Background: an optimization exercise with open tools, aiming at small area, a short achievable clock period and few clock cycles. Do not read the settings as production practice.
In this exercise RTL edits were held to simulation tests only and were not proved equivalent to the original.
Power is estimated from default activity; no workload was simulated.

--- config.mk ---
export PLATFORM = sky130hd
export DESIGN_NAME = frame_rx
export DESIGN_NICKNAME = frame_rx
export VERILOG_FILES = /design/flow/design.v
export SDC_FILE = /design/flow/constraint.sdc
export NUM_CORES = 4
export LEC_CHECK = 0
export CAP_MARGIN = 20
export CORE_MARGIN = 2
export CORE_UTILIZATION = 40
export SLEW_MARGIN = 20
--- run.sh ---
#!/bin/bash
# synth_recipe.tcl (not shown) runs the flow's synth.tcl, then flattens the netlist and writes it again
# the make line also repeats each setting of config.mk as NAME=value (left out here)
make -C /OpenROAD-flow-scripts/flow DESIGN_CONFIG=/design/flow/config.mk WORK_HOME=/design/flow/orfs CLKGATE_MAP_FILE= SYNTH_SCRIPT=/design/flow/synth_recipe.tcl finish
--- constraint.sdc ---
create_clock -name core_clock -period 12.0 [get_ports {clk}]
set_input_delay 2.4000 -clock core_clock [delete_from_list [all_inputs] [get_ports {clk}]]
set_output_delay 2.4000 -clock core_clock [all_outputs]
set_load 0.01 [all_outputs]
--- design.v ---
module frame_rx (
  input  wire       clk,
  input  wire       rst,           
  input  wire       in_valid,
  input  wire [7:0] in_byte,
  output wire       in_ready,
  output reg        res_valid,
  output reg  [1:0] res_status,    
  output reg  [7:0] res_ack,
  output reg  [7:0] res_seq,
  output reg  [7:0] res_len,
  input  wire [7:0] rd_addr,
  output wire [7:0] rd_data
);
  localparam [7:0] SYNC0 = 8'h0A;
  localparam [7:0] SYNC1 = 8'h3C;
  localparam [1:0] ST_INCOMPLETE = 2'd0;
  localparam [1:0] ST_PARSED     = 2'd1;
  localparam [1:0] ST_HDR_ERR    = 2'd2;
  localparam [1:0] ST_DATA_ERR   = 2'd3;
  localparam C = 4;                
  reg [7:0]  ring [0:255];
  reg [7:0]  wptr;                 
  reg [7:0]  base;                 
  reg        rpl;                  
  reg [8:0]  rcnt;                 
  reg [8:0]  roff;                 
  reg [7:0]  bsave;                
  reg        drop;                 
  reg [8:0]  dpos;                 
  reg [C-1:0] alive;
  reg [8:0]  pos  [0:C-1];
  reg [7:0]  ra   [0:C-1];         
  reg [7:0]  rb   [0:C-1];         
  reg [7:0]  rack [0:C-1];
  reg [7:0]  rseq [0:C-1];
  reg [7:0]  rlen [0:C-1];
  wire [7:0] rd_idx = base + (rd_addr & {8{~rpl}});
  wire [7:0] rd_q   = ring[rd_idx];
  assign rd_data = rd_q;
  wire [7:0] h_ha = 8'h46 + res_ack + res_seq + res_len;
  wire [7:0] h_hb = 8'h22 + {res_ack[6:0], 1'b0} + res_ack + {res_seq[6:0], 1'b0} + res_len;
  reg  [7:0] hdr_b;
  always @* begin
    case (roff[2:0])
      3'd2:    hdr_b = res_ack;
      3'd3:    hdr_b = res_seq;
      3'd4:    hdr_b = res_len;
      3'd5:    hdr_b = h_ha;
      default: hdr_b = h_hb;
    endcase
  end
  assign in_ready = !rpl && !rst;
  wire   accept   = in_valid && in_ready;
  wire   go       = rpl || accept;
  wire   last     = !rpl || rcnt == 9'd0;
  wire [7:0] x = !rpl              ? in_byte :
                 (rcnt == 9'd0)    ? bsave   :
                 (roff < 9'd7)     ? hdr_b   : rd_q;
  wire [C-1:0] okv, parv, derrv;
  wire [8:0] npos [0:C-1];
  wire [7:0] na [0:C-1], nb [0:C-1], nack [0:C-1], nseq [0:C-1], nlen [0:C-1];
  genvar g;
  generate
    for (g = 0; g < C; g = g + 1) begin : sl
      wire [8:0] p    = pos[g];
      wire [8:0] pend = 9'd7 + {1'b0, rlen[g]};
      wire       hdr  = p <= 9'd4;
      wire       at_end  = p == pend;
      wire       at_end1 = p == pend + 9'd1;
      wire       acc  = hdr || (p >= 9'd7 && p < pend);
      wire       eq_a = x == ra[g];
      wire       eq_b = x == rb[g];
      assign okv[g]   = (p == 9'd1) ? (x == SYNC1) :
                        (p == 9'd5) ? eq_a :
                        (p == 9'd6) ? eq_b :
                        at_end      ? eq_a :
                        at_end1     ? eq_b : 1'b1;
      assign parv[g]  = at_end1 && eq_b;
      assign derrv[g] = (at_end && !eq_a) || (at_end1 && !eq_b);
      assign npos[g]  = p + 9'd1;
      assign na[g]    = (p == 9'd6) ? 8'd0 : acc ? ra[g] + x : ra[g];
      assign nb[g]    = (p == 9'd6) ? 8'd0 : acc ? rb[g] + ra[g] + x : rb[g];
      assign nack[g]  = (p == 9'd2) ? x : rack[g];
      assign nseq[g]  = (p == 9'd3) ? x : rseq[g];
      assign nlen[g]  = (p == 9'd4) ? x : rlen[g];
    end
  endgenerate
  wire [C-1:0] succ = alive & okv;
  reg  [C-1:0] win, mainv, olddrop;
  integer i, k;
  always @* begin
    for (i = 0; i < C; i = i + 1) begin
      win[i]   = succ[i];
      mainv[i] = alive[i];
      for (k = 0; k < C; k = k + 1) begin
        if (k != i && pos[k] > pos[i]) begin
          if (succ[k])  win[i]   = 1'b0;
          if (alive[k]) mainv[i] = 1'b0;
        end
      end
      olddrop[i] = pos[i] > dpos;
    end
  end
  wire sp       = x == SYNC0;
  wire any_succ = |succ;
  wire wpar     = |(win & parv);
  wire need_rpl = last && drop && !(|(succ & olddrop));
  wire fin      = wpar || (!any_succ && !sp);       
  wire clr      = last && (need_rpl || fin);
  wire [C-1:0] keep = succ & ~parv & {C{~clr}};
  wire [C-1:0] freev = ~keep;
  wire [C-1:0] spsel = (sp && !clr) ? (freev & (~freev + 1'b1)) : {C{1'b0}};
  wire spdrop = sp && !clr && !(|freev);
  reg [7:0] w_ack, w_seq, w_len, w_pos, m_ack, m_seq, m_len;
  reg [8:0] m_pos;
  reg       m_derr;
  always @* begin
    w_ack = 8'd0; w_seq = 8'd0; w_len = 8'd0; w_pos = 8'd0;
    m_ack = 8'd0; m_seq = 8'd0; m_len = 8'd0; m_pos = 9'd0; m_derr = 1'b0;
    for (i = 0; i < C; i = i + 1) begin
      if (win[i]) begin
        w_ack = w_ack | nack[i]; w_seq = w_seq | nseq[i]; w_len = w_len | nlen[i];
        w_pos = w_pos | pos[i][7:0];
      end
      if (mainv[i]) begin
        m_ack = m_ack | rack[i]; m_seq = m_seq | rseq[i]; m_len = m_len | rlen[i];
        m_pos = m_pos | pos[i];
        m_derr = m_derr | derrv[i];
      end
    end
  end
  always @(posedge clk) begin
    if (go) begin
      for (i = 0; i < C; i = i + 1) begin
        if (spsel[i]) begin
          pos[i]  <= 9'd1;
          ra[i]   <= SYNC0;
          rb[i]   <= SYNC0;
          rack[i] <= 8'd0;
          rseq[i] <= 8'd0;
          rlen[i] <= 8'd0;
        end else begin
          pos[i]  <= npos[i];
          ra[i]   <= na[i];
          rb[i]   <= nb[i];
          rack[i] <= nack[i];
          rseq[i] <= nseq[i];
          rlen[i] <= nlen[i];
        end
      end
    end
  end
  always @(posedge clk) begin
    if (go && last && !need_rpl && !wpar)
      ring[wptr] <= x;
  end
  always @(posedge clk) begin
    res_valid <= 1'b0;
    if (rst) begin
      alive <= {C{1'b0}};
      rpl   <= 1'b0;
      drop  <= 1'b0;
    end else if (go) begin
      alive <= keep | spsel;
      if (clr)
        drop <= 1'b0;
      else if (spdrop && !drop) begin
        drop <= 1'b1;
        dpos <= 9'd1;
      end else
        dpos <= dpos + 9'd1;
      if (!last) begin
        base <= base + 8'd1;
        rcnt <= rcnt - 9'd1;
        roff <= roff + 9'd1;
      end else if (need_rpl) begin
        rpl  <= 1'b1;
        base <= wptr - dpos[7:0];
        rcnt <= dpos;
        roff <= (rpl ? roff : m_pos) - dpos;
        if (!rpl) begin
          bsave      <= x;
          res_status <= {1'b1, m_derr};
          res_ack <= m_ack; res_seq <= m_seq; res_len <= m_len;
        end
      end else begin
        rpl       <= 1'b0;
        res_valid <= 1'b1;
        wptr      <= wptr + 8'd1;
        if (any_succ) begin
          res_status <= wpar ? ST_PARSED : ST_INCOMPLETE;
          res_ack <= w_ack; res_seq <= w_seq; res_len <= w_len;
          if (wpar) base <= wptr + 8'd7 - w_pos;
        end else if (sp) begin
          res_status <= ST_INCOMPLETE;
          res_ack <= 8'd0; res_seq <= 8'd0; res_len <= 8'd0;
        end else if (!rpl) begin
          res_status <= {1'b1, m_derr};
          res_ack <= m_ack; res_seq <= m_seq; res_len <= m_len;
        end
      end
    end
  end
endmodule
==> impl_metrics.py, run 1 <==
metrics = {
    "detailed_routing": {
        "viasPerCell": 6.03,
        "wl_per_cell_um": 29.5,
        "drc_errors": 0,
        "wl_mm": 335,
        "drtIter0Drc": 8761,
        "vias": 68500,
        "ant_nets": 0,
        "first_pass_iters": 9,
    },
    "timing": {
        "period_needed_ns": 11.65,
        "setup_viol": 0,
        "timing.fmax_mhz": 85.8,
        "fin_crit_sh": 0.971,
        "worstMarginPinSlew_ns": 1.25,
        "slew_headroom": 0.165,
        "slew_violations": 0,
        "skew_ns": 0.130,
        "hold_violations": 0,
        "rsz0062_at_grt": "no",
        "timing.final.ws_setup_ns": 0.348,
        "hold_slack_ns": 0.572,
    },
    "cells_and_area": {
        "syn2layout_area_growth_pct": 18.9,
        "drive_above_1_share": 0.275,
        "layout_commonest_cell": "edfxtp_1",
        "nFillCells": 22700,
        "layout.nets": 7955,
        "final_area_mm2": 0.128,
        "final_cell_mix": "edfxtp_1, buf_4, mux4_2",
    },
    "power_and_ir_drop": {
        "clockPowerShare": 0.402,
        "powerDensity_mw_per_mm2": 146,
        "leakage_nw": 43.3,
        "internal-power_mw": 14.1,
        "p_comb_frac": 0.107,
        "p_sw_frac": 0.240,
        "design_power_total_mw": 18.6,
        "seqPwrFrac": 0.491,
        "peakVddDrop_uv": 127,
        "power_switching_mw": 4.48,
    },
    "yosys": {
        "synth.area.mux_share": 0.121,
        "synth_top_family_by_area": "multiplexers",
        "yosys.area.top_type": "edfxtp_1",
        "syn-num-nets": 7150,
        "syn_area_per_cell_um2": 15.8,
        "synth_compound_area_frac": 0.0684,
        "syn_area_mm2": 0.108,
        "async_reset_ff_frac": 0,
        "synth_seq_cells": 2328,
        "synth_edf_count": 2321,
        "yosysTopAreaCellShare": 0.648,
        "synth_cells": 6801,
        "synthTopCellsByArea": "edfxtp_1, mux4_2, ha_1, nor3_1, a21oi_1",
        "yosysSeqAreaShare": 0.650,
        "synth_top_flop_cell": "edfxtp_1",
        "synth_fa_ha_area_frac": 0.0426,
        "yosys.area_share.simple": 0.0712,
        "synth_warnings": 7,
        "synth_xor_area_frac": 0.0198,
        "synth_cell_types": 106,
    },
    "clocking": {
        "cts_htree_levels": 4,
        "hold_buffers": 0,
        "clock-sinks": 2328,
        "post-cts-setup-buffer-count": 0,
        "clock_latency_ns": 0.95,
        "post_cts_resized": 0,
        "cts_made_buffers": 244,
        "cts.clk_slew.worst_paths_ns": 0.06,
        "cts_tree": "built",
        "clockBufferDepth": 4,
        "cts_root_buf": "clkbuf_16",
    },
    "placement": {
        "place.gp.congestion": 0.944,
        "preCtsSetupSlack_ns": -0.351,
        "port_buffers": 54,
        "dpl_cell_area_mm2": 0.120,
        "place_hpwl_mm": 224,
    },
    "worst_setup_path": {
        "worstPathMaxFanout": 26,
        "worstSetupEndpointType": "flop",
        "cp_slowest_cell": "fa_4",
        "cp_slowest_stage_delay_ns": 0.84,
        "critical_path.most_common_cell": "buf_4",
        "critPathLaunchType": "input pin",
        "criticalPathCategory": "in2reg",
        "cp.arrival_ns": 12.27,
        "crit_required_ns": 12.62,
    },
    "global_route": {
        "grt.overflow.total": 0,
        "grt_pass1_wl_mm": 483,
        "grt_max_degree": 185,
        "antenna_found_initial": 12,
        "grt_use_total": 0.242,
        "grt_pass1_vias": 67400,
    },
    "floorplanning": {
        "start_util": 0.402,
        "core_mm2": 0.268,
        "placementRows": 190,
        "top_level_ports": 55,
        "fp.dieW_um": 522,
        "die_h_um": 522,
        "dieArea_mm2": 0.273,
    },
    "run": {
        "max_cap_viol_count": 0,
    },
    "min_path": {
        "min_path_type": "reg2reg",
    },
    "status": {
        "status": "timing/DRC/antenna clean",
    },
}
stage by stage:
step	setup TNS, ns	cells	util
floorplan	-5.96	6801	-
global placement	-0.737	10900	0.448
detailed placement	-0.528	10900	0.448
CTS	0	11400	0.477
global route	0	11400	0.478
finish	0	11400	0.478
synthesized netlist by cell type, types with 14 or more instances:
master        n
mux4_2      520
clkbuf_1    206
nand3_1     168
o21ai_0     134
o22ai_1      88
buf_4        54
and3_1       87
a2111oi_0    21
inv_1       176
fa_1         60
mux2i_1     109
a211oi_1    103
nor2b_1      64
a311oi_1     17
nor3_1      365
xnor2_1     176
and2_1       14
edfxtp_1   2321
buf_6        38
mux2_2       20
nand2b_1     47
nand2_1     359
o21a_1       31
a22oi_1      84
a21oi_1     349
xor2_1       64
nor4_1       25
ha_1        270
buf_1        14
a31oi_1      25
nor2_1      218
a21o_1       55
buf_2       117
nand4_1      90
layer usage:
metal,global-route usage,share of wire,vias up
met3,0.0535,0.10,569
met5,0,0.00043,-
met1,0.351,0.42,35300
met2,0.364,0.45,3690
li1,-,-,28900
met4,0.0701,0.029,4
state kept, by name, summed over array words and instances, names as in the netlist, 2 cells and up:
register	cells
rb	32
rlen	32
base	8
res_len	8
rack	32
wptr	8
ra	32
bsave	8
alive	4
res_ack	8
roff	9
res_seq	8
ring	2048
dpos	9
rcnt	9
pos	36
rseq	32
res_status	2
worst paths after layout:
path | from | to | slack (ns) | depth (start not counted)
setup / recovery | rd_addr[0] | base[7] | 0.35 | 39
hold / removal | dpos[5] | rcnt[5] | 0.57 | 2
setup reg to reg | res_ack[2] | base[7] | 1.96 | 35
hold reg to reg | dpos[5] | rcnt[5] | 0.57 | 2
power groups by stage:
stage                     logic [mW]  clock network (mW)  registers, mW
after floorplan                 1.10                   0           9.31
after global placement          1.93                   0           9.31
after detailed placement        1.96                   0           9.31
after CTS                       1.97                7.59           9.14
after global routing            2.10                7.90           9.14
final                           1.99                7.49           9.14
critical path: cells and delay by family:
| kind | cells | cell delay, ns |
|---|---|---|
| buffers and inverters | 10 | 2.20 |
| adder cells (fa/ha/maj) | 5 | 1.82 |
| XOR/XNOR | 1 | 0.10 |
| AND/OR/NAND/NOR | 12 | 2.82 |
| multiplexers | 2 | 0.56 |
| AO/OA/AOI/OAI | 9 | 2.27 |
cell families (layout without fill, tap and decap cells):
| logic type | Yosys count | count (layout) |
|---|---|---|
| multiplexers | 650 | 650 |
| AND/OR/NAND/NOR | 1531 | 1531 |
| XOR/XNOR | 241 | 241 |
| adder cells (fa/ha/maj) | 330 | 330 |
| flip-flops | 2328 | 2328 |
| AO/OA/AOI/OAI | 1111 | 1111 |
| buffers and inverters | 610 | 1611 |
| other | 0 | 7 |
cell type report:
class / count / area, um^2 / area share
tap: 3552 / 4440 / 0.0348
inverter: 180 / 694 / 0.00543
timing repair buffer: 989 / 8740 / 0.0684
sequential: 2328 / 69800 / 0.546
clock buffer: 298 / 6350 / 0.0497
clock inverter: 144 / 1430 / 0.0112
antenna: 7 / 17.5 / 0.000137
multi-input combinational: 3863 / 36300 / 0.284
Testbench counts, summed over its fixed seeds: cycles 155,838.
==> run 2: changes to the inputs <==
--- a/design.v
+++ b/design.v
@@ -18,14 +18,18 @@
   localparam [1:0] ST_PARSED     = 2'd1;
   localparam [1:0] ST_HDR_ERR    = 2'd2;
   localparam [1:0] ST_DATA_ERR   = 2'd3;
-  localparam C = 4;                
-  reg [7:0]  ring [0:255];
-  reg [7:0]  wptr;                 
+  localparam C = 3;                
+  reg [7:0]  hist [0:255];
   reg [7:0]  base;                 
+  reg        ib_v;                 
+  reg [7:0]  ib;
   reg        rpl;                  
+  reg        prime;                
   reg [8:0]  rcnt;                 
   reg [8:0]  roff;                 
   reg [7:0]  bsave;                
+  reg [7:0]  rbyte;                
+  reg        rlastf;               
   reg        drop;                 
   reg [8:0]  dpos;                 
   reg [C-1:0] alive;
@@ -35,8 +39,29 @@
   reg [7:0]  rack [0:C-1];
   reg [7:0]  rseq [0:C-1];
   reg [7:0]  rlen [0:C-1];
-  wire [7:0] rd_idx = base + (rd_addr & {8{~rpl}});
-  wire [7:0] rd_q   = ring[rd_idx];
+  reg  [15:0] sel_lo, sel_h0, sel_hi;
+  reg  [3:0]  k_lo, k_hi;
+  reg         rd_b;
+  reg  [7:0]  rd_q, rd_grp;
+  integer gi, gj;
+  always @* begin
+    for (gj = 0; gj < 16; gj = gj + 1) begin
+      k_lo = base[3:0] - gj;
+      k_hi = base[7:4] - gj;
+      sel_lo[gj] = rpl ? (k_lo == 4'd0) : (rd_addr[3:0] == k_lo);
+      sel_h0[gj] = rpl ? (k_hi == 4'd0) : (rd_addr[7:4] == k_hi);
+    end
+    rd_b = !rpl && (rd_addr[3:0] > base[3:0]);
+    for (gj = 0; gj < 16; gj = gj + 1)
+      sel_hi[gj] = rd_b ? sel_h0[(gj + 1) & 15] : sel_h0[gj];
+    rd_q = 8'd0;
+    for (gi = 0; gi < 16; gi = gi + 1) begin
+      rd_grp = 8'd0;
+      for (gj = 0; gj < 16; gj = gj + 1)
+        rd_grp = rd_grp | (hist[gi*16 + gj] & {8{sel_lo[gj]}});
+      rd_q = rd_q | (rd_grp & {8{sel_hi[gi]}});
+    end
+  end
   assign rd_data = rd_q;
   wire [7:0] h_ha = 8'h46 + res_ack + res_seq + res_len;
   wire [7:0] h_hb = 8'h22 + {res_ack[6:0], 1'b0} + res_ack + {res_seq[6:0], 1'b0} + res_len;
@@ -50,13 +75,11 @@
       default: hdr_b = h_hb;
     endcase
   end
-  assign in_ready = !rpl && !rst;
+  assign in_ready = !rst && !(ib_v && rpl);
   wire   accept   = in_valid && in_ready;
-  wire   go       = rpl || accept;
-  wire   last     = !rpl || rcnt == 9'd0;
-  wire [7:0] x = !rpl              ? in_byte :
-                 (rcnt == 9'd0)    ? bsave   :
-                 (roff < 9'd7)     ? hdr_b   : rd_q;
+  wire   go       = rpl ? !prime : ib_v;
+  wire   last     = !rpl || rlastf;
+  wire [7:0] x = rpl ? rbyte : ib;
   wire [C-1:0] okv, parv, derrv;
   wire [8:0] npos [0:C-1];
   wire [7:0] na [0:C-1], nb [0:C-1], nack [0:C-1], nseq [0:C-1], nlen [0:C-1];
@@ -112,16 +135,15 @@
   wire [C-1:0] freev = ~keep;
   wire [C-1:0] spsel = (sp && !clr) ? (freev & (~freev + 1'b1)) : {C{1'b0}};
   wire spdrop = sp && !clr && !(|freev);
-  reg [7:0] w_ack, w_seq, w_len, w_pos, m_ack, m_seq, m_len;
+  reg [7:0] w_ack, w_seq, w_len, m_ack, m_seq, m_len;
   reg [8:0] m_pos;
   reg       m_derr;
   always @* begin
-    w_ack = 8'd0; w_seq = 8'd0; w_len = 8'd0; w_pos = 8'd0;
+    w_ack = 8'd0; w_seq = 8'd0; w_len = 8'd0;
     m_ack = 8'd0; m_seq = 8'd0; m_len = 8'd0; m_pos = 9'd0; m_derr = 1'b0;
     for (i = 0; i < C; i = i + 1) begin
       if (win[i]) begin
         w_ack = w_ack | nack[i]; w_seq = w_seq | nseq[i]; w_len = w_len | nlen[i];
-        w_pos = w_pos | pos[i][7:0];
       end
       if (mainv[i]) begin
         m_ack = m_ack | rack[i]; m_seq = m_seq | rseq[i]; m_len = m_len | rlen[i];
@@ -151,17 +173,47 @@
       end
     end
   end
+  reg        pw_v;
+  reg [7:0]  pw_d;
+  integer hi_k;
   always @(posedge clk) begin
-    if (go && last && !need_rpl && !wpar)
-      ring[wptr] <= x;
+    if (rst)
+      pw_v <= 1'b0;
+    else
+      pw_v <= go && last && !need_rpl;
+    pw_d <= x;
+    if (pw_v) begin
+      hist[0] <= pw_d;
+      for (hi_k = 1; hi_k < 256; hi_k = hi_k + 1)
+        hist[hi_k] <= hist[hi_k - 1];
+    end
   end
   always @(posedge clk) begin
     res_valid <= 1'b0;
     if (rst) begin
+      ib_v  <= 1'b0;
       alive <= {C{1'b0}};
       rpl   <= 1'b0;
       drop  <= 1'b0;
-    end else if (go) begin
+    end else begin
+     if (accept) begin
+       ib_v <= 1'b1;
+       ib   <= in_byte;
+     end else if (!rpl)
+       ib_v <= 1'b0;
+     if (rpl) begin
+      prime <= 1'b0;
+      if (rcnt != 9'd0) begin
+        rbyte <= (roff < 9'd7) ? hdr_b : rd_q;
+        base  <= base - 8'd1;
+        rcnt  <= rcnt - 9'd1;
+        roff  <= roff + 9'd1;
+      end else begin
+        rbyte  <= bsave;
+        rlastf <= 1'b1;
+      end
+     end
+     if (go) begin
       alive <= keep | spsel;
       if (clr)
         drop <= 1'b0;
@@ -171,14 +223,13 @@
       end else
         dpos <= dpos + 9'd1;
       if (!last) begin
-        base <= base + 8'd1;
-        rcnt <= rcnt - 9'd1;
-        roff <= roff + 9'd1;
       end else if (need_rpl) begin
-        rpl  <= 1'b1;
-        base <= wptr - dpos[7:0];
-        rcnt <= dpos;
-        roff <= (rpl ? roff : m_pos) - dpos;
+        rpl    <= 1'b1;
+        prime  <= 1'b1;
+        rlastf <= 1'b0;
+        base   <= dpos[7:0] - 8'd1;
+        rcnt   <= dpos;
+        roff   <= (rpl ? roff : m_pos) - dpos;
         if (!rpl) begin
           bsave      <= x;
           res_status <= {1'b1, m_derr};
@@ -187,11 +238,10 @@
       end else begin
         rpl       <= 1'b0;
         res_valid <= 1'b1;
-        wptr      <= wptr + 8'd1;
         if (any_succ) begin
           res_status <= wpar ? ST_PARSED : ST_INCOMPLETE;
           res_ack <= w_ack; res_seq <= w_seq; res_len <= w_len;
-          if (wpar) base <= wptr + 8'd7 - w_pos;
+          if (wpar) base <= w_len;
         end else if (sp) begin
           res_status <= ST_INCOMPLETE;
           res_ack <= 8'd0; res_seq <= 8'd0; res_len <= 8'd0;
@@ -200,6 +250,7 @@
           res_ack <= m_ack; res_seq <= m_seq; res_len <= m_len;
         end
       end
+     end
     end
   end
 endmodule
--- a/config.mk
+++ b/config.mk
@@ -5,7 +5,11 @@
 export SDC_FILE = /design/flow/constraint.sdc
 export NUM_CORES = 4
 export LEC_CHECK = 0
+export ABC_AREA = 1
 export CAP_MARGIN = 20
 export CORE_MARGIN = 2
 export CORE_UTILIZATION = 40
+export CTS_BUF_LIST = sky130_fd_sc_hd__clkbuf_8
+export CTS_CLUSTER_SIZE = 30
+export SETUP_SLACK_MARGIN = 4.5
 export SLEW_MARGIN = 20
==> impl_metrics.py, run 2 <==
metrics = {
    "status": {
        "status": "timing/DRC/antenna clean",
    },
    "timing": {
        "hold_violations": 0,
        "period_needed_ns": 7.70,
        "tns_ns": 0,
        "rsz0062_at_grt": "yes",
        "skew_ns": 0.109,
        "slew_violations": 0,
        "worstMarginPinSlew_ns": 1.22,
        "timing.fmax_mhz": 130,
        "slew_headroom": 0.184,
        "setup_viol": 0,
        "fin_crit_sh": 0.642,
    },
    "yosys": {
        "async_reset_ff_frac": 0,
        "yosys.area_share.simple": 0.0987,
        "synth_seq_cells": 2298,
        "synth_top_family_by_area": "simple AND/OR/NAND/NOR gates",
        "synth_common_cells": "edfxtp_1, nand2_1, inv_1",
        "synth_xor_area_frac": 0.0129,
        "synth_warnings": 8,
        "synth_edf_count": 2282,
        "yosys.area.top_type": "edfxtp_1",
        "syn_area_mm2": 0.0980,
        "syn-num-nets": 7991,
        "synthTopCellsByArea": "edfxtp_1, nand2_1, inv_1, ha_1, a221oi_1",
        "yosysSeqAreaShare": 0.702,
        "synth.area.mux_share": 0,
        "synth_compound_area_frac": 0.0984,
        "synth_fa_ha_area_frac": 0.0363,
        "synth_most_common_cell": "edfxtp_1",
        "yosysTopAreaCellShare": 0.699,
        "synth_cell_types": 68,
        "synth_cells": 7716,
        "syn_area_per_cell_um2": 12.7,
        "synth_top_flop_cell": "edfxtp_1",
    },
    "worst_setup_path": {
        "cp.arrival_ns": 5.30,
        "cp_slowest_stage_delay_ns": 0.34,
        "criticalPathCategory": "in2out",
        "worstSetupEndpointType": "primary output",
        "cp_cell_sequence": "buf_8, inv_4, ha_4, nand2_4, nor3_4, a32oi_4, bufinv_16, bufbuf_16, a22o_1, a221oi_1, nand4_1, nand2_1, nand4_1, nor2_2, nand4_1, buf_6",
        "crit_required_ns": 9.60,
        "path_delay_family": "simple AND/OR/NAND/NOR gates",
        "worstPathMaxFanout": 12,
        "critical_path.most_common_cell": "nand4_1",
        "critPathLaunchType": "input pin",
        "path_buf_inv": 5,
        "cp_slowest_cell": "bufbuf_16",
    },
    "clocking": {
        "cts.clk_slew.worst_paths_ns": 0.07,
        "cts_htree_levels": 5,
        "cts_made_buffers": 388,
        "hold_buffers": 0,
        "cts_tree": "built",
        "clock_latency_ns": 1.12,
        "clock-sinks": 2298,
        "clockBufferDepth": 4,
        "cts_root_buf": "clkbuf_8",
    },
    "power_and_ir_drop": {
        "leakage_nw": 42.9,
        "peakVddDrop_uv": 109,
        "design_power_total_mw": 18.0,
        "powerDensity_mw_per_mm2": 157,
    },
    "detailed_routing": {
        "ant_nets": 0,
        "viasPerCell": 5.77,
        "drtIter0Drc": 9341,
        "wl_per_cell_um": 26.4,
        "wl_mm": 308,
        "drc_errors": 0,
        "first_pass_iters": 6,
        "vias": 67200,
    },
    "cells_and_area": {
        "seq_area_mm2": 0.0689,
        "layout.nets": 8447,
        "drive_above_1_share": 0.121,
        "final_cell_mix": "edfxtp_1, nand2_1, inv_1",
        "top_regs": "hist: 2048 flops, pos: 27 flops",
        "layoutNonFillerInstCount": 11700,
        "multi_input_area_mm2": 0.0254,
        "layout_commonest_cell": "edfxtp_1",
        "nFillCells": 21300,
        "largest_register_ffs": 2048,
        "top_register": "hist",
        "syn2layout_area_growth_pct": 16.6,
    },
    "placement": {
        "place_hpwl_mm": 151,
        "place.gp.congestion": 0.890,
        "placed_cells_incl_taps": 10800,
        "port_buffers": 54,
    },
    "floorplanning": {
        "dieArea_mm2": 0.249,
        "placementRows": 181,
        "core_mm2": 0.243,
        "start_util": 0.403,
        "top_level_ports": 55,
        "fp.dieW_um": 499,
        "die_h_um": 499,
    },
    "global_route": {
        "grt_max_degree": 196,
        "grt_pass1_vias": 64400,
        "grt_use_total": 0.238,
        "grt_pass1_wl_mm": 438,
        "antenna_found_initial": 28,
        "grt.overflow.total": 0,
    },
    "run": {
        "max_cap_viol_count": 0,
    },
    "min_path": {
        "min_path_type": "reg2reg",
    },
}
==> run 2: cell types whose count changed in the layout (fill, tap and decap cells not counted), sizes merged, moves of 109 or more <==
cell / change
buf: -663
a21oi: -140
mux2i: -109
nor3: -319
a221oi: +241
o21ai: +207
a22o: +154
inv: +983
xnor2: -140
mux4: -520
nand2: +891
nor2: +302
==> run 2: what timing repair did <==
action	CTS	global route
cloned	64	6
endpoints found under the setup margin	8	24
pin swaps	79	70
gates resized for setup	424	123
buffers inserted	117	26
==> run 2: where the power goes <==
part / total (mW) / internal, mW / switching (mW)
Sequential: 9.20 / 9.05 / 0.148
Clock: 6.42 / 3.21 / 3.21
Combinational: 2.38 / 0.833 / 1.54
==> run 2: final timing paths <==
path	from	end	slack (ns)	cells past startpoint
max	rd_addr[0]	rd_data[5]	4.30	16
min	pw_d[7]	hist[0][7]	0.36	0
max reg2reg	rpl	rb[1][5]	4.78	23
min reg2reg	pw_d[7]	hist[0][7]	0.36	0
==> run 2: cell families (layout without fill, tap and decap cells) <==
logic type               Yosys count  count (layout)
AND/OR/NAND/NOR                 2284            2284
buffers and inverters           1320            2049
flip-flops                      2298            2298
XOR/XNOR                         144             144
other                              0              13
adder cells (fa/ha/maj)          256             256
AO/OA/AOI/OAI                   1414            1414
==> run 2: cell type report <==
| cell class | count | share of cell area |
|---|---|---|
| multi-input cells | 4098 | 0.222 |
| flip-flops and latches | 2298 | 0.602 |
| well taps | 3202 | 0.0350 |
| inverters | 1018 | 0.0358 |
| diodes | 13 | 0.000285 |
| repair inverters | 33 | 0.00395 |
| clock buffers | 396 | 0.0477 |
| repair buffers | 335 | 0.0416 |
| clock inverters | 267 | 0.0113 |
==> run 2: per-layer routing <==
metal / GRT usage / part of all wire / vias to the layer above
li1: - / - / 29000
met1: 0.340 / 0.40 / 33500
met2: 0.351 / 0.44 / 4164
met3: 0.0651 / 0.13 / 607
met4: 0.0797 / 0.032 / 10
met5: 0 / 0.00041 / -
==> run 2: through the flow <==
step                utilization  hold WS, ns  setup slack (ns)  instance area, um^2
CTS                       0.466        0.340              4.31               113000
global placement          0.421        0.386              1.87               103000
floorplan                     -        0.386             -2.80                98000
detailed placement        0.421        0.389              1.85               103000
finish                    0.470        0.357              4.30               114000
global route              0.469        0.363              4.22               114000
Testbench counts of run 2, summed over its fixed seeds: cycles 156,096.
==> run 3: changes to the inputs <==
--- a/design.v
+++ b/design.v
@@ -20,12 +20,11 @@
   localparam [1:0] ST_DATA_ERR   = 2'd3;
   localparam C = 3;                
   reg [7:0]  hist [0:255];
-  reg [7:0]  base;                 
+  reg [8:0]  base;                 
   reg        ib_v;                 
   reg [7:0]  ib;
   reg        rpl;                  
   reg        prime;                
-  reg [8:0]  rcnt;                 
   reg [8:0]  roff;                 
   reg [7:0]  bsave;                
   reg [7:0]  rbyte;                
@@ -33,6 +32,8 @@
   reg        drop;                 
   reg [8:0]  dpos;                 
   reg [C-1:0] alive;
+  reg [C*C-1:0] older;             
+  reg [C-1:0] od;                  
   reg [8:0]  pos  [0:C-1];
   reg [7:0]  ra   [0:C-1];         
   reg [7:0]  rb   [0:C-1];         
@@ -42,7 +43,7 @@
   reg  [15:0] sel_lo, sel_h0, sel_hi;
   reg  [3:0]  k_lo, k_hi;
   reg         rd_b;
-  reg  [7:0]  rd_q, rd_grp;
+  reg  [7:0]  rd_q;
   integer gi, gj;
   always @* begin
     for (gj = 0; gj < 16; gj = gj + 1) begin
@@ -54,13 +55,20 @@
     rd_b = !rpl && (rd_addr[3:0] > base[3:0]);
     for (gj = 0; gj < 16; gj = gj + 1)
       sel_hi[gj] = rd_b ? sel_h0[(gj + 1) & 15] : sel_h0[gj];
-    rd_q = 8'd0;
-    for (gi = 0; gi < 16; gi = gi + 1) begin
-      rd_grp = 8'd0;
-      for (gj = 0; gj < 16; gj = gj + 1)
-        rd_grp = rd_grp | (hist[gi*16 + gj] & {8{sel_lo[gj]}});
-      rd_q = rd_q | (rd_grp & {8{sel_hi[gi]}});
-    end
+  end
+  reg [2047:0] rd_t1;               
+  reg [127:0]  rd_t2;               
+  integer gb;
+  always @* begin
+    for (gi = 0; gi < 16; gi = gi + 1)
+      for (gb = 0; gb < 8; gb = gb + 1)
+        for (gj = 0; gj < 16; gj = gj + 1)
+          rd_t1[(gi*8 + gb)*16 + gj] = ~hist[gi*16 + gj][gb] & sel_lo[gj];
+    for (gb = 0; gb < 8; gb = gb + 1)
+      for (gi = 0; gi < 16; gi = gi + 1)
+        rd_t2[gb*16 + gi] = (|rd_t1[(gi*8 + gb)*16 +: 16]) & sel_hi[gi];
+    for (gb = 0; gb < 8; gb = gb + 1)
+      rd_q[gb] = |rd_t2[gb*16 +: 16];
   end
   assign rd_data = rd_q;
   wire [7:0] h_ha = 8'h46 + res_ack + res_seq + res_len;
@@ -117,12 +125,12 @@
       win[i]   = succ[i];
       mainv[i] = alive[i];
       for (k = 0; k < C; k = k + 1) begin
-        if (k != i && pos[k] > pos[i]) begin
+        if (k != i && older[k*C + i]) begin
           if (succ[k])  win[i]   = 1'b0;
           if (alive[k]) mainv[i] = 1'b0;
         end
       end
-      olddrop[i] = pos[i] > dpos;
+      olddrop[i] = od[i];
     end
   end
   wire sp       = x == SYNC0;
@@ -132,8 +140,15 @@
   wire fin      = wpar || (!any_succ && !sp);       
   wire clr      = last && (need_rpl || fin);
   wire [C-1:0] keep = succ & ~parv & {C{~clr}};
-  wire [C-1:0] freev = ~keep;
-  wire [C-1:0] spsel = (sp && !clr) ? (freev & (~freev + 1'b1)) : {C{1'b0}};
+  wire [C-1:0] freev;
+  genvar gf;
+  generate
+    for (gf = 0; gf < C; gf = gf + 1) begin : fr
+      assign freev[gf] = !alive[gf] || pos[gf] == 9'd1;
+    end
+  endgenerate
+  wire [C-1:0] ffree = freev & (~freev + 1'b1);
+  wire [C-1:0] spsel = (sp && !clr) ? ffree : {C{1'b0}};
   wire spdrop = sp && !clr && !(|freev);
   reg [7:0] w_ack, w_seq, w_len, m_ack, m_seq, m_len;
   reg [8:0] m_pos;
@@ -155,7 +170,7 @@
   always @(posedge clk) begin
     if (go) begin
       for (i = 0; i < C; i = i + 1) begin
-        if (spsel[i]) begin
+        if (!alive[i] || (sp && pos[i] == 9'd1)) begin
           pos[i]  <= 9'd1;
           ra[i]   <= SYNC0;
           rb[i]   <= SYNC0;
@@ -181,7 +196,7 @@
       pw_v <= 1'b0;
     else
       pw_v <= go && last && !need_rpl;
-    pw_d <= x;
+    pw_d <= ~x;                
     if (pw_v) begin
       hist[0] <= pw_d;
       for (hi_k = 1; hi_k < 256; hi_k = hi_k + 1)
@@ -203,10 +218,9 @@
        ib_v <= 1'b0;
      if (rpl) begin
       prime <= 1'b0;
-      if (rcnt != 9'd0) begin
+      if (base != 9'h1FF) begin
         rbyte <= (roff < 9'd7) ? hdr_b : rd_q;
-        base  <= base - 8'd1;
-        rcnt  <= rcnt - 9'd1;
+        base  <= base - 9'd1;
         roff  <= roff + 9'd1;
       end else begin
         rbyte  <= bsave;
@@ -215,6 +229,16 @@
      end
      if (go) begin
       alive <= keep | spsel;
+      for (i = 0; i < C; i = i + 1)
+        if (spsel[i])
+          for (k = 0; k < C; k = k + 1) begin
+            older[k*C + i] <= 1'b1;
+            older[i*C + k] <= 1'b0;
+          end
+      if (!clr && spdrop && !drop)
+        od <= keep;
+      else
+        od <= od & ~spsel;
       if (clr)
         drop <= 1'b0;
       else if (spdrop && !drop) begin
@@ -227,8 +251,7 @@
         rpl    <= 1'b1;
         prime  <= 1'b1;
         rlastf <= 1'b0;
-        base   <= dpos[7:0] - 8'd1;
-        rcnt   <= dpos;
+        base   <= dpos - 9'd1;
         roff   <= (rpl ? roff : m_pos) - dpos;
         if (!rpl) begin
           bsave      <= x;
@@ -241,7 +264,7 @@
         if (any_succ) begin
           res_status <= wpar ? ST_PARSED : ST_INCOMPLETE;
           res_ack <= w_ack; res_seq <= w_seq; res_len <= w_len;
-          if (wpar) base <= w_len;
+          if (wpar) base <= {1'b0, w_len};
         end else if (sp) begin
           res_status <= ST_INCOMPLETE;
           res_ack <= 8'd0; res_seq <= 8'd0; res_len <= 8'd0;
--- a/config.mk
+++ b/config.mk
@@ -8,8 +8,10 @@
 export ABC_AREA = 1
 export CAP_MARGIN = 20
 export CORE_MARGIN = 2
-export CORE_UTILIZATION = 40
-export CTS_BUF_LIST = sky130_fd_sc_hd__clkbuf_8
-export CTS_CLUSTER_SIZE = 30
+export CORE_UTILIZATION = 65
+export CTS_BUF_LIST = sky130_fd_sc_hd__clkbuf_16
+export CTS_CLUSTER_DIAMETER = 130
+export CTS_CLUSTER_SIZE = 20
 export SETUP_SLACK_MARGIN = 4.5
 export SLEW_MARGIN = 20
+export TNS_END_PERCENT = 5
==> impl_metrics.py, run 3 <==
metrics = {
    "timing": {
        "setup_viol": 0,
        "timing.final.ws_setup_ns": 4.07,
        "slew_headroom": 0.215,
        "worstMarginPinSlew_ns": 1.18,
        "slew_violations": 0,
        "rsz0062_at_grt": "yes",
        "timing.fmax_mhz": 126,
        "hold_violations": 0,
        "period_needed_ns": 7.93,
        "skew_ns": 0.0568,
        "fin_crit_sh": 0.661,
    },
    "worst_setup_path": {
        "cp.arrival_ns": 5.53,
        "criticalPathCategory": "in2out",
        "cp_slowest_cell": "nor3_4",
        "timing.rr.start": "rpl",
        "worstSetupEndpointType": "primary output",
        "critPathLaunchType": "input pin",
        "crit_required_ns": 9.60,
        "cp_slowest_stage_delay_ns": 0.57,
        "worstPathMaxFanout": 12,
        "path_buf_inv": 6,
        "r2r.worst_path.cells": 23,
        "reg2reg_slack_ns": 5.00,
        "cp_cell_sequence": "buf_6, inv_4, ha_4, or2_4, nor3b_4, a21oi_4, buf_12, buf_16, buf_12, o22ai_1, nor4_1, nand2_1, nand2_1, nand4_1, nor3_4, nand2_4, buf_6",
        "r2r-end": "dpos[8]",
        "path_delay_family": "simple AND/OR/NAND/NOR gates",
    },
    "power_and_ir_drop": {
        "powerDensity_mw_per_mm2": 155,
        "leakage_nw": 36.4,
        "peakVddDrop_uv": 150,
    },
    "cells_and_area": {
        "final_area_mm2": 0.105,
        "nFillCells": 8807,
        "syn2layout_area_growth_pct": 13.6,
        "drive_above_1_share": 0.117,
        "top_register": "hist",
        "layout.nets": 7068,
        "layoutNonFillerInstCount": 8772,
        "top_regs": "hist: 2048 flops, pos: 27 flops",
        "final_cell_mix": "edfxtp_1, o22ai_1, nand2_1",
        "layout_commonest_cell": "edfxtp_1",
        "largest_register_ffs": 2048,
    },
    "min_path": {
        "hold_start": "pw_d[5]",
        "holdPathStages": 0,
        "min_to": "hist[0][5]",
        "min_path_type": "reg2reg",
    },
    "yosys": {
        "synth_most_common_cell": "edfxtp_1",
        "syn_area_mm2": 0.0926,
        "synth_cells": 6580,
        "async_reset_ff_frac": 0,
        "yosys.area.top_type": "edfxtp_1",
        "synth_top_flop_cell": "edfxtp_1",
        "synth_edf_count": 2283,
        "yosysTopAreaCellShare": 0.740,
        "syn-num-nets": 6804,
        "synth_common_cells": "edfxtp_1, o22ai_1, nand2_1",
        "synth_seq_cells": 2299,
        "yosysSeqAreaShare": 0.744,
        "synthTopCellsByArea": "edfxtp_1, o22ai_1, nand2_1, ha_1, nor4_1",
        "syn_area_per_cell_um2": 14.1,
        "synth_cell_types": 62,
        "synth_warnings": 8,
    },
    "placement": {
        "port_buffers": 54,
        "dpl_cell_area_mm2": 0.0960,
        "preCtsSetupSlack_ns": 1.85,
        "placed_cells_incl_taps": 8358,
        "place.gp.congestion": 0.932,
        "place_hpwl_mm": 142,
    },
    "clocking": {
        "cts_made_buffers": 133,
        "clock_latency_ns": 0.82,
        "clock-sinks": 2299,
        "cts_htree_levels": 4,
        "cts_root_buf": "clkbuf_16",
        "cts_tree": "built",
        "cts.clk_slew.worst_paths_ns": 0.07,
        "clockBufferDepth": 3,
        "hold_buffers": 0,
    },
    "floorplanning": {
        "dieArea_mm2": 0.146,
        "die_h_um": 382,
        "fp.dieW_um": 382,
        "core_mm2": 0.142,
        "placementRows": 138,
        "top_level_ports": 55,
        "start_util": 0.654,
    },
    "detailed_routing": {
        "vias": 61400,
        "first_pass_iters": 6,
        "drtIter0Drc": 9021,
        "drc_errors": 0,
        "wl_mm": 273,
        "wl_per_cell_um": 31.1,
        "ant_nets": 0,
        "viasPerCell": 7.00,
    },
    "global_route": {
        "grt_pass1_vias": 58000,
        "grt_max_degree": 225,
        "grt_use_total": 0.371,
        "grt.overflow.total": 0,
        "antenna_found_initial": 9,
        "grt_pass1_wl_mm": 394,
    },
    "run": {
        "max_cap_viol_count": 0,
    },
    "status": {
        "status": "timing/DRC/antenna clean",
    },
}
## run 3: how the worst max path moves through the flow
stage                     startpoint          to  slack (ns)  cells after the start
after global placement    rd_addr[0]  rd_data[0]        1.72                     17
after detailed placement  rd_addr[0]  rd_data[3]        1.85                     16
after CTS                 rd_addr[0]  rd_data[0]        4.26                     18
after floorplan                 pw_v  hist[0][0]       -2.80                      0
after global routing         base[1]  rd_data[3]        4.08                     22
final                     rd_addr[0]  rd_data[0]        4.07                     17
## run 3: final cells by class
type / instances / area (um^2) / area share
clock inverters: 36 / 319 / 0.00303
multi-input cells: 3598 / 22400 / 0.213
diodes: 3 / 7.51 / 0.0000713
repair inverters: 6 / 52.6 / 0.000499
repair buffers: 423 / 6370 / 0.0606
clock buffers: 134 / 3350 / 0.0319
inverters: 383 / 1510 / 0.0144
flip-flops and latches: 2299 / 68900 / 0.654
well taps: 1890 / 2360 / 0.0225
## run 3: timing repair
item,in CTS,in global routing
setup buffers,150,27
cloned,59,2
gates resized for setup,421,54
pin swaps,121,48
endpoints found under the setup margin,8,8
## run 3: cell families (layout without fill, tap and decap cells)
group	after synthesis	in the layout	synth area share
AO/OA/AOI/OAI	1492	1492	0.0982
XOR/XNOR	126	126	0.0120
adder cells (fa/ha/maj)	205	205	0.0316
buffers and inverters	684	982	0.0288
flip-flops	2299	2299	0.744
other	0	3	0
AND/OR/NAND/NOR	1774	1775	0.0859
## run 3: power by group
group	internal (mW)	switching (mW)	leakage, nW
Clock	2.04	2.59	1.87
Combinational	0.883	1.56	13.4
Sequential	9.04	0.150	21.2
Total	12.0	4.30	36.4
## run 3: metrics by stage
stage | power (mW) | hold slack (ns) | utilization | setup TNS, ns
2_1_floorplan | 10.5 | 0.386 | - | -5743.33
3_3_place_gp | 11.2 | 0.389 | 0.676 | 0
3_5_place_dp | 11.2 | 0.400 | 0.678 | 0
4_1_cts | 16.2 | 0.413 | 0.739 | 0
5_1_grt | 16.7 | 0.421 | 0.743 | 0
6_report | 16.3 | 0.409 | 0.743 | 0
## run 3: layer usage
metal	routed length, um	part of all wire	up-vias	GRT usage
li1	-	-	25800	-
met2	120000	0.44	4308	0.541
met3	36800	0.13	654	0.0915
met1	103000	0.38	30600	0.540
met5	72	0.00026	-	0
met4	13800	0.051	12	0.162
Testbench counts of run 3, summed over its fixed seeds: cycles 156,119.
==> run 4: changes to the inputs <==
--- a/config.mk
+++ b/config.mk
@@ -12,6 +12,8 @@
 export CTS_BUF_LIST = sky130_fd_sc_hd__clkbuf_16
 export CTS_CLUSTER_DIAMETER = 130
 export CTS_CLUSTER_SIZE = 20
+export GPL_ROUTABILITY_DRIVEN = 0
+export PLACE_DENSITY = 0.8
 export SETUP_SLACK_MARGIN = 4.5
 export SLEW_MARGIN = 20
 export TNS_END_PERCENT = 5
==> impl_metrics.py, run 4 <==
metrics = {
    "clocking": {
        "clock-sinks": 2299,
        "cts_tree": "built",
        "clock_latency_ns": 0.89,
        "cts_made_buffers": 132,
        "cts_root_buf": "clkbuf_16",
        "clockBufferDepth": 3,
        "hold_buffers": 0,
        "cts.clk_slew.worst_paths_ns": 0.09,
        "cts_htree_levels": 4,
    },
    "timing": {
        "tns_ns": 0,
        "hold_slack_ns": 0.410,
        "rsz0062_at_grt": "yes",
        "slew_headroom": 0.166,
        "skew_ns": 0.0641,
        "fin_crit_sh": 0.669,
        "slew_violations": 0,
        "period_needed_ns": 8.03,
        "timing.final.ws_setup_ns": 3.97,
        "timing.fmax_mhz": 125,
        "hold_violations": 0,
        "worstMarginPinSlew_ns": 1.25,
        "setup_viol": 0,
    },
    "yosys": {
        "yosysTopAreaCellShare": 0.740,
        "syn-num-nets": 6804,
        "async_reset_ff_frac": 0,
        "synth_cells": 6580,
        "synth_most_common_cell": "edfxtp_1",
        "yosys.area.top_type": "edfxtp_1",
        "synth_top_flop_cell": "edfxtp_1",
        "synth_edf_count": 2283,
        "synthTopCellsByArea": "edfxtp_1, o22ai_1, nand2_1, ha_1, nor4_1",
        "syn_area_per_cell_um2": 14.1,
        "synth_common_cells": "edfxtp_1, o22ai_1, nand2_1",
        "syn_area_mm2": 0.0926,
        "synth_cell_types": 62,
        "synth_seq_cells": 2299,
        "yosysSeqAreaShare": 0.744,
        "synth_warnings": 8,
    },
    "worst_setup_path": {
        "worstSetupEndpointType": "primary output",
        "criticalPathCategory": "in2out",
        "cp.arrival_ns": 5.63,
        "worstPathMaxFanout": 7,
        "cp_cell_sequence": "buf_8, inv_4, ha_4, inv_8, nor2_4, nand3_2, inv_4, a32oi_4, buf_12, buf_6, buf_12, o22ai_1, nor4_4, nand2_1, nand2_1, nand2_1, nor3_4, nand2_4, buf_6",
        "critical_path.most_common_cell": "nand2_1",
        "cp_slowest_stage_delay_ns": 0.61,
        "timing.rr.start": "rpl",
        "r2r-end": "dpos[4]",
        "path_delay_family": "simple AND/OR/NAND/NOR gates",
        "r2r.worst_path.cells": 22,
        "cp_slowest_cell": "nor4_4",
        "path_buf_inv": 8,
        "crit_required_ns": 9.60,
        "critPathLaunchType": "input pin",
        "reg2reg_slack_ns": 5.11,
    },
    "detailed_routing": {
        "wl_mm": 323,
        "vias": 67500,
        "drc_errors": 0,
        "first_pass_iters": 14,
        "ant_nets": 0,
        "wl_per_cell_um": 36.5,
        "viasPerCell": 7.65,
        "drtIter0Drc": 14000,
    },
    "power_and_ir_drop": {
        "leakage_nw": 36.8,
        "powerDensity_mw_per_mm2": 158,
        "design_power_total_mw": 16.8,
        "peakVddDrop_uv": 119,
    },
    "cells_and_area": {
        "drive_above_1_share": 0.129,
        "layoutNonFillerInstCount": 8833,
        "top_regs": "hist: 2048 flops, pos: 27 flops",
        "final_cell_mix": "edfxtp_1, o22ai_1, nand2_1",
        "layout.nets": 7083,
        "top_register": "hist",
        "layout_commonest_cell": "edfxtp_1",
        "largest_register_ffs": 2048,
        "syn2layout_area_growth_pct": 14.7,
    },
    "floorplanning": {
        "die_h_um": 382,
        "placementRows": 138,
        "dieArea_mm2": 0.146,
        "core_mm2": 0.142,
        "fp.dieW_um": 382,
        "top_level_ports": 55,
        "start_util": 0.654,
    },
    "min_path": {
        "min_path_type": "reg2reg",
        "min_to": "hist[0][3]",
        "hold_start": "pw_d[3]",
        "holdPathStages": 0,
    },
    "global_route": {
        "grt_max_degree": 209,
        "grt_use_total": 0.406,
        "grt.overflow.total": 0,
        "grt_pass1_wl_mm": 426,
        "antenna_found_initial": 38,
        "grt_pass1_vias": 62700,
    },
    "placement": {
        "preCtsSetupSlack_ns": 2.34,
        "placed_cells_incl_taps": 8319,
        "place_hpwl_mm": 133,
        "port_buffers": 54,
    },
    "run": {
        "max_cap_viol_count": 0,
    },
    "status": {
        "status": "timing/DRC/antenna clean",
    },
}
## run 4: report_power, final
part           internal, mW  total (mW)  leakage (nW)  switching (mW)
clock                  2.06        4.80          1.87            2.74
sequential             9.05        9.22          21.2           0.172
combinational         0.942        2.78          13.7            1.84
## run 4: stage by stage
step	cell area, um^2	utilization
5_1_grt	106000	0.750
3_3_place_gp	95600	0.675
3_5_place_dp	95600	0.675
6_report	106000	0.751
2_1_floorplan	92600	-
4_1_cts	104000	0.737
## run 4: worst register-to-register path: stages (launching register included)
cell and delay (ns):
dfxtp_2 0.81, inv_2 0.34, buf_4 0.48, or2_1 0.38
o21ai_4 0.33, inv_1 0.16, buf_4 0.30, ha_1 0.36
nor2_1 0.15, nand3_1 0.11, nor4_2 0.70, inv_1 0.09
nand2_1 0.11, nand2_1 0.06, nand2_1 0.05, nand2_1 0.06
nand2_1 0.13, nand3_1 0.13, nand3_2 0.55, nor2_2 0.10
nor2_4 0.23, nand2_2 0.10, a21oi_1 0.80
## run 4: cells by family (layout without fill, tap and decap cells)
family / Yosys count / count (layout) / share of synthesized area
AOI/OAI and AO/OA: 1492 / 1492 / 0.0982
xor gates and xnor gates: 126 / 126 / 0.0120
adders and majority gates: 205 / 205 / 0.0316
buffers and inverters: 684 / 999 / 0.0288
DFF: 2299 / 2299 / 0.744
other: 0 / 47 / 0
and+or+nand+nor: 1774 / 1775 / 0.0859
## run 4: worst max-delay path by stage
| stage | start | to | cells past startpoint |
|---|---|---|---|
| floorplan | pw_v | hist[0][0] | 0 |
| global placement | rd_addr[3] | rd_data[0] | 18 |
| detailed placement | rd_addr[3] | rd_data[0] | 16 |
| CTS | rd_addr[0] | rd_data[1] | 19 |
| global route | rd_addr[0] | rd_data[6] | 19 |
| finish | rd_addr[0] | rd_data[0] | 19 |
## run 4: final cells by class
| class | count | area [um^2] |
|---|---|---|
| repair buffers | 438 | 6850 |
| fillers | 7578 | 35300 |
| inverters | 383 | 1520 |
| diodes | 47 | 118 |
| clock inverters | 35 | 228 |
| clock buffers | 136 | 3400 |
| repair inverters | 7 | 63.8 |
| flip-flops and latches | 2299 | 68900 |
| well taps | 1890 | 2360 |
| multi-input cells | 3598 | 22800 |
## run 4: repair_timing
| item | 4_1_cts | 5_1_grt |
|---|---|---|
| cloned | 83 | 7 |
| setup endpoints to repair | 8 | 8 |
| buffers inserted | 113 | 91 |
| gates resized for setup | 406 | 130 |
| pin swaps | 135 | 93 |
## run 4: per-layer routing
layer  up-vias  track usage  part of all wire
met5         -            0            0.0018
met4        42        0.296              0.11
met3      2427        0.173              0.19
met2      7679        0.585              0.41
met1     31500        0.493              0.29
li1      25900            -                 -
==> run 5: changes to the inputs <==
--- a/design.v
+++ b/design.v
@@ -40,35 +40,39 @@
   reg [7:0]  rack [0:C-1];
   reg [7:0]  rseq [0:C-1];
   reg [7:0]  rlen [0:C-1];
-  reg  [15:0] sel_lo, sel_h0, sel_hi;
-  reg  [3:0]  k_lo, k_hi;
+  reg  [31:0] sel_lo;
+  reg  [7:0]  sel_h0, sel_hi;
+  reg  [4:0]  k_lo;
+  reg  [2:0]  k_hi;
   reg         rd_b;
   reg  [7:0]  rd_q;
   integer gi, gj;
   always @* begin
-    for (gj = 0; gj < 16; gj = gj + 1) begin
-      k_lo = base[3:0] - gj;
-      k_hi = base[7:4] - gj;
-      sel_lo[gj] = rpl ? (k_lo == 4'd0) : (rd_addr[3:0] == k_lo);
-      sel_h0[gj] = rpl ? (k_hi == 4'd0) : (rd_addr[7:4] == k_hi);
-    end
-    rd_b = !rpl && (rd_addr[3:0] > base[3:0]);
-    for (gj = 0; gj < 16; gj = gj + 1)
-      sel_hi[gj] = rd_b ? sel_h0[(gj + 1) & 15] : sel_h0[gj];
+    for (gj = 0; gj < 32; gj = gj + 1) begin
+      k_lo = base[4:0] - gj;
+      sel_lo[gj] = rpl ? (k_lo == 5'd0) : (rd_addr[4:0] == k_lo);
+    end
+    for (gj = 0; gj < 8; gj = gj + 1) begin
+      k_hi = base[7:5] - gj;
+      sel_h0[gj] = rpl ? (k_hi == 3'd0) : (rd_addr[7:5] == k_hi);
+    end
+    rd_b = !rpl && (rd_addr[4:0] > base[4:0]);
+    for (gj = 0; gj < 8; gj = gj + 1)
+      sel_hi[gj] = rd_b ? sel_h0[(gj + 1) & 7] : sel_h0[gj];
   end
   reg [2047:0] rd_t1;               
-  reg [127:0]  rd_t2;               
+  reg [63:0]   rd_t2;               
   integer gb;
   always @* begin
-    for (gi = 0; gi < 16; gi = gi + 1)
+    for (gi = 0; gi < 8; gi = gi + 1)
       for (gb = 0; gb < 8; gb = gb + 1)
-        for (gj = 0; gj < 16; gj = gj + 1)
-          rd_t1[(gi*8 + gb)*16 + gj] = ~hist[gi*16 + gj][gb] & sel_lo[gj];
+        for (gj = 0; gj < 32; gj = gj + 1)
+          rd_t1[(gi*8 + gb)*32 + gj] = ~hist[gi*32 + gj][gb] & sel_lo[gj];
     for (gb = 0; gb < 8; gb = gb + 1)
-      for (gi = 0; gi < 16; gi = gi + 1)
-        rd_t2[gb*16 + gi] = (|rd_t1[(gi*8 + gb)*16 +: 16]) & sel_hi[gi];
+      for (gi = 0; gi < 8; gi = gi + 1)
+        rd_t2[gb*8 + gi] = (|rd_t1[(gi*8 + gb)*32 +: 32]) & sel_hi[gi];
     for (gb = 0; gb < 8; gb = gb + 1)
-      rd_q[gb] = |rd_t2[gb*16 +: 16];
+      rd_q[gb] = |rd_t2[gb*8 +: 8];
   end
   assign rd_data = rd_q;
   wire [7:0] h_ha = 8'h46 + res_ack + res_seq + res_len;
--- a/config.mk
+++ b/config.mk
@@ -12,7 +12,6 @@
 export CTS_BUF_LIST = sky130_fd_sc_hd__clkbuf_16
 export CTS_CLUSTER_DIAMETER = 130
 export CTS_CLUSTER_SIZE = 20
-export GPL_ROUTABILITY_DRIVEN = 0
 export PLACE_DENSITY = 0.8
 export SETUP_SLACK_MARGIN = 4.5
 export SLEW_MARGIN = 20
==> impl_metrics.py, run 5 <==
metrics = {
    "status": {
        "status": "complete, but fails checks",
        "check-failures": "capacitance limit",
    },
    "worst_setup_path": {
        "cp_cell_sequence": "clkinv_2, buf_4, nor4_1, a22oi_2, buf_6, o22ai_1, nor2_1, nand4_1, o21ai_1, nand2_1, nor2_2, nand2_4, buf_6",
        "criticalPathCategory": "reg2out",
        "timing.rr.start": "rpl",
        "critPathLaunchType": "flop",
        "worstSetupEndpointType": "primary output",
        "cp_slowest_cell": "nor4_1",
        "r2r-end": "dpos[2]",
        "path_buf_inv": 4,
        "worstPathMaxFanout": 73,
        "cp_slowest_stage_delay_ns": 1.39,
        "r2r.worst_path.cells": 20,
        "cp.arrival_ns": 5.62,
        "crit_required_ns": 9.60,
        "reg2reg_slack_ns": 5.41,
        "path_delay_family": "simple AND/OR/NAND/NOR gates",
        "critical_path.most_common_cell": "buf_6",
    },
    "timing": {
        "skew_ns": 0.0728,
        "setup_viol": 0,
        "fin_crit_sh": 0.669,
        "timing.final.ws_setup_ns": 3.98,
        "worstMarginPinSlew_ns": 1.53,
        "hold_violations": 0,
        "timing.fmax_mhz": 125,
        "period_needed_ns": 8.02,
        "hold_slack_ns": 0.408,
        "slew_headroom": -0.0315,
        "slew_violations": 3,
        "rsz0062_at_grt": "yes",
    },
    "cells_and_area": {
        "syn2layout_area_growth_pct": 14.1,
        "top_regs": "hist: 2048 flops, pos: 27 flops",
        "top_register": "hist",
        "layoutNonFillerInstCount": 9069,
        "largest_register_ffs": 2048,
        "nFillCells": 7992,
        "final_area_mm2": 0.107,
        "final_cell_mix": "edfxtp_1, o22ai_1, nor2_1",
        "layout_commonest_cell": "edfxtp_1",
        "drive_above_1_share": 0.145,
        "layout.nets": 7341,
    },
    "global_route": {
        "grt_use_total": 0.400,
        "grt_max_degree": 225,
        "grt_pass1_vias": 63200,
        "grt.overflow.total": 0,
        "antenna_found_initial": 17,
        "grt_pass1_wl_mm": 423,
    },
    "power_and_ir_drop": {
        "peakVddDrop_uv": 170,
        "leakage_nw": 36.7,
        "powerDensity_mw_per_mm2": 151,
        "design_power_total_mw": 16.2,
    },
    "floorplanning": {
        "top_level_ports": 55,
        "placementRows": 139,
        "core_mm2": 0.143,
        "dieArea_mm2": 0.147,
        "fp.dieW_um": 383,
        "start_util": 0.653,
        "die_h_um": 383,
    },
    "placement": {
        "place.gp.congestion": 0.971,
        "port_buffers": 54,
        "dpl_cell_area_mm2": 0.0969,
        "placed_cells_incl_taps": 8598,
        "place_hpwl_mm": 157,
        "preCtsSetupSlack_ns": 2.00,
    },
    "clocking": {
        "cts_made_buffers": 133,
        "hold_buffers": 0,
        "cts.clk_slew.worst_paths_ns": 0.08,
        "cts_tree": "built",
        "clock-sinks": 2299,
        "clockBufferDepth": 3,
        "clock_latency_ns": 0.86,
        "cts_root_buf": "clkbuf_16",
        "cts_htree_levels": 4,
    },
    "yosys": {
        "synthTopCellsByArea": "edfxtp_1, o22ai_1, nand2_1, nor2_1, ha_1",
        "yosys.area.top_type": "edfxtp_1",
        "syn-num-nets": 7008,
        "synth_cell_types": 70,
        "syn_area_per_cell_um2": 13.8,
        "async_reset_ff_frac": 0,
        "synth_common_cells": "edfxtp_1, o22ai_1, nand2_1",
        "synth_top_flop_cell": "edfxtp_1",
        "synth_edf_count": 2283,
        "synth_seq_cells": 2299,
        "syn_area_mm2": 0.0936,
        "yosysSeqAreaShare": 0.736,
        "synth_cells": 6785,
        "synth_most_common_cell": "edfxtp_1",
        "synth_warnings": 8,
        "yosysTopAreaCellShare": 0.733,
    },
    "min_path": {
        "min_path_type": "reg2reg",
        "holdPathStages": 0,
        "hold_start": "pw_d[4]",
        "min_to": "hist[0][4]",
    },
    "detailed_routing": {
        "vias": 65700,
        "first_pass_iters": 9,
        "drtIter0Drc": 12200,
        "drc_errors": 0,
        "viasPerCell": 7.24,
        "ant_nets": 0,
        "wl_per_cell_um": 33.6,
        "wl_mm": 305,
    },
    "run": {
        "max_cap_viol_count": 1,
    },
}
-- run 5: where the power goes --
group | internal [mW] | switching [mW]
registers | 9.04 | 0.160
logic | 0.698 | 1.43
clock network | 2.09 | 2.75
-- run 5: stage by stage --
step            util  setup TNS, ns
2_1_floorplan      -       -5743.33
3_3_place_gp   0.676              0
3_5_place_dp   0.676              0
4_1_cts        0.739              0
5_1_grt        0.745              0
6_report       0.745              0
-- run 5: per-layer routing --
metal | vias up | share of wire | track usage
li1 | 26400 | - | -
met1 | 31200 | 0.31 | 0.492
met2 | 6267 | 0.44 | 0.604
met3 | 1686 | 0.16 | 0.129
met4 | 24 | 0.095 | 0.285
met5 | - | 0.00064 | 0
-- run 5: cell families after synthesis --
family / share of synthesized area
AOI/OAI and AO/OA: 0.0986
xor gates and xnor gates: 0.0122
adders and majority gates: 0.0311
buffers and inverters: 0.0279
DFF: 0.736
muxes: 0.000107
and+or+nand+nor: 0.0938
-- run 5: worst max-delay path by stage --
| stage | startpoint | endpoint | slack (ns) | cells past startpoint |
|---|---|---|---|---|
| 4_1_cts | rd_addr[0] | rd_data[0] | 4.50 | 20 |
| 5_1_grt | rpl | rd_data[6] | 3.94 | 15 |
| 3_3_place_gp | rd_addr[4] | rd_data[0] | 2.07 | 14 |
| 2_1_floorplan | pw_v | hist[0][0] | -2.80 | 0 |
| 3_5_place_dp | rd_addr[4] | rd_data[0] | 2.00 | 14 |
| 6_report | rpl | rd_data[5] | 3.98 | 13 |
-- run 5: worst reg2reg max path: stages (launching register included) --
cell,delay (ns)
dfxtp_2,0.81
buf_4,0.64
nand2_1,0.19
o21ai_2,0.08
buf_4,0.32
inv_1,0.40
nor2_1,0.25
o21ai_1,0.12
nor3_2,0.12
nand4_1,0.63
nand3_1,0.45
nand2_1,0.08
nand2_1,0.09
nand2_2,0.07
nand2_2,0.12
nand3_1,0.11
nand4_2,0.39
o21ai_2,0.23
o21ai_4,0.44
inv_1,0.08
nor2_1,0.60
-- run 5: cell type report --
class | count | area, um^2 | area share
clock buffers | 134 | 3350 | 0.0314
diodes | 17 | 42.5 | 0.000398
repair buffers | 458 | 6030 | 0.0564
multi-input cells | 3832 | 24100 | 0.226
well taps | 1903 | 2380 | 0.0223
clock inverters | 32 | 469 | 0.00439
inverters | 394 | 1490 | 0.0140
flip-flops and latches | 2299 | 68900 | 0.645
-- run 5: what timing repair did --
action / 4_1_cts / 5_1_grt
resized for setup: 570 / 74
cloned: 46 / 0
endpoints found under the setup margin: 8 / 8
pin swaps: 180 / 59
hold endpoints to repair: 0 / 0
setup buffers: 204 / 34
Testbench counts of run 5, summed over its fixed seeds: cycles 156,119.
==> run 6: changes to the inputs <==
--- a/config.mk
+++ b/config.mk
@@ -12,7 +12,6 @@
 export CTS_BUF_LIST = sky130_fd_sc_hd__clkbuf_16
 export CTS_CLUSTER_DIAMETER = 130
 export CTS_CLUSTER_SIZE = 20
-export PLACE_DENSITY = 0.8
 export SETUP_SLACK_MARGIN = 4.5
 export SLEW_MARGIN = 20
 export TNS_END_PERCENT = 5
==> impl_metrics.py, run 6 <==
metrics = {
    "status": {
        "status": "timing/DRC/antenna clean",
    },
    "floorplanning": {
        "die_h_um": 383,
        "top_level_ports": 55,
        "start_util": 0.653,
        "core_mm2": 0.143,
        "fp.dieW_um": 383,
        "placementRows": 139,
    },
    "cells_and_area": {
        "layout.nets": 7340,
        "syn2layout_area_growth_pct": 14.0,
        "final_cell_mix": "edfxtp_1, o22ai_1, nor2_1",
        "layout_commonest_cell": "edfxtp_1",
        "final_area_mm2": 0.107,
        "post-route-util": 0.745,
        "top_regs": "hist: 2048 flops, pos: 27 flops",
        "largest_register_ffs": 2048,
    },
    "detailed_routing": {
        "vias": 63600,
        "viasPerCell": 7.01,
        "wl_per_cell_um": 32.2,
        "drc_errors": 0,
        "wl_mm": 292,
        "first_pass_iters": 8,
        "drtIter0Drc": 10400,
        "ant_nets": 0,
    },
    "timing": {
        "skew_ns": 0.0470,
        "slew_violations": 0,
        "tns_ns": 0,
        "slew_headroom": 0.190,
        "period_needed_ns": 7.79,
        "worstMarginPinSlew_ns": 1.21,
        "hold_violations": 0,
        "timing.fmax_mhz": 128,
    },
    "yosys": {
        "syn_area_per_cell_um2": 13.8,
        "synth_top_flop_cell": "edfxtp_1",
        "synth_cell_types": 70,
        "synth_warnings": 8,
        "synth_most_common_cell": "edfxtp_1",
        "synth_cells": 6785,
        "synth_edf_count": 2283,
        "yosysTopAreaCellShare": 0.733,
        "synthTopCellsByArea": "edfxtp_1, o22ai_1, nand2_1, nor2_1, ha_1",
        "yosys.area.top_type": "edfxtp_1",
        "yosysSeqAreaShare": 0.736,
        "async_reset_ff_frac": 0,
        "synth_common_cells": "edfxtp_1, o22ai_1, nand2_1",
        "syn_area_mm2": 0.0936,
        "synth_seq_cells": 2299,
    },
    "placement": {
        "place_hpwl_mm": 149,
        "port_buffers": 54,
        "place.gp.congestion": 0.941,
    },
    "power_and_ir_drop": {
        "leakage_nw": 36.8,
    },
    "min_path": {
        "holdPathStages": 0,
    },
    "clocking": {
        "hold_buffers": 0,
        "cts_root_buf": "clkbuf_16",
        "cts_tree": "built",
        "clock_latency_ns": 0.83,
        "cts_htree_levels": 4,
        "cts_made_buffers": 133,
        "clock-sinks": 2299,
    },
    "worst_setup_path": {
        "worstPathMaxFanout": 20,
        "cp.arrival_ns": 5.39,
        "critPathLaunchType": "input pin",
        "r2r.worst_path.cells": 23,
        "crit_required_ns": 9.60,
        "criticalPathCategory": "in2out",
        "worstSetupEndpointType": "primary output",
    },
    "global_route": {
        "antenna_found_initial": 24,
        "grt_use_total": 0.391,
        "grt_pass1_vias": 59400,
        "grt_max_degree": 200,
        "grt_pass1_wl_mm": 411,
    },
    "run": {
        "max_cap_viol_count": 0,
    },
}
==> run 6: layout make-up <==
class	instances	area [um^2]
inverter	394	1510
antenna	20	50.0
clock buffer	134	3350
multi-input combinational	3832	23900
clock inverter	35	329
sequential	2299	68900
tap	1903	2380
fill	8839	36600
timing repair buffer	457	6250
==> run 6: path summary, 6_finish.rpt <==
path | start | to | slack [ns]
max | rd_addr[1] | rd_data[2] | 4.21
max reg2reg | rpl | dpos[7] | 5.30
min reg2reg | pw_d[7] | hist[0][7] | 0.40
min | pw_d[7] | hist[0][7] | 0.40
==> run 6: logic make-up after synthesis <==
family          count (synthesis)  synth area share
buf+inv                       668            0.0279
xor+xnor                      129            0.0122
flops                        2299             0.736
compound gates               1538            0.0986
fa+ha+maj                     204            0.0311
simple gates                 1946            0.0938
mux                             1          0.000107
==> run 6: metrics by stage <==
step / cells / hold WS, ns / total power [mW] / setup WS, ns
2_1_floorplan: 6785 / 0.386 / 10.4 / -2.80
3_3_place_gp: 8597 / 0.389 / 10.9 / 1.68
3_5_place_dp: 8597 / 0.394 / 10.9 / 1.65
4_1_cts: 9012 / 0.410 / 15.8 / 4.43
5_1_grt: 9055 / 0.408 / 16.3 / 4.17
6_report: 9074 / 0.404 / 15.9 / 4.21
==> run 6: critical path, stage by stage <==
cell	delay, ns
buf_4	0.15
xor2_4	0.26
nor2_4	0.07
inv_2	0.07
or2_4	0.19
buf_4	0.14
nor3_4	0.04
nor2_4	0.13
buf_12	0.15
buf_12	0.22
o22ai_1	0.13
nor4_1	0.35
nand2_1	0.15
o21ai_4	0.29
nand2_2	0.11
nor2_4	0.14
nand2_4	0.16
buf_6	0.17
==> run 6: layer usage <==
layer  up-vias  routed length (um)  GRT usage
met5         -                  79          0
met4        10               19000      0.208
met3       887               42100     0.0958
met2      4948              126000      0.565
met1     31200              105000      0.556
li1      26500                   -          -
==> run 6: timing repair <==
item                       in CTS  in global routing
gates resized for setup       512                 87
setup buffers                 197                 35
setup endpoints to repair       8                  8
pin swaps                     137                 99
gates cloned                   49                  6
==> run 6: power breakdown <==
part / total [mW] / switching, mW / internal [mW]
Combinational: 2.11 / 1.40 / 0.707
Sequential: 9.18 / 0.142 / 9.04
Clock: 4.64 / 2.60 / 2.05
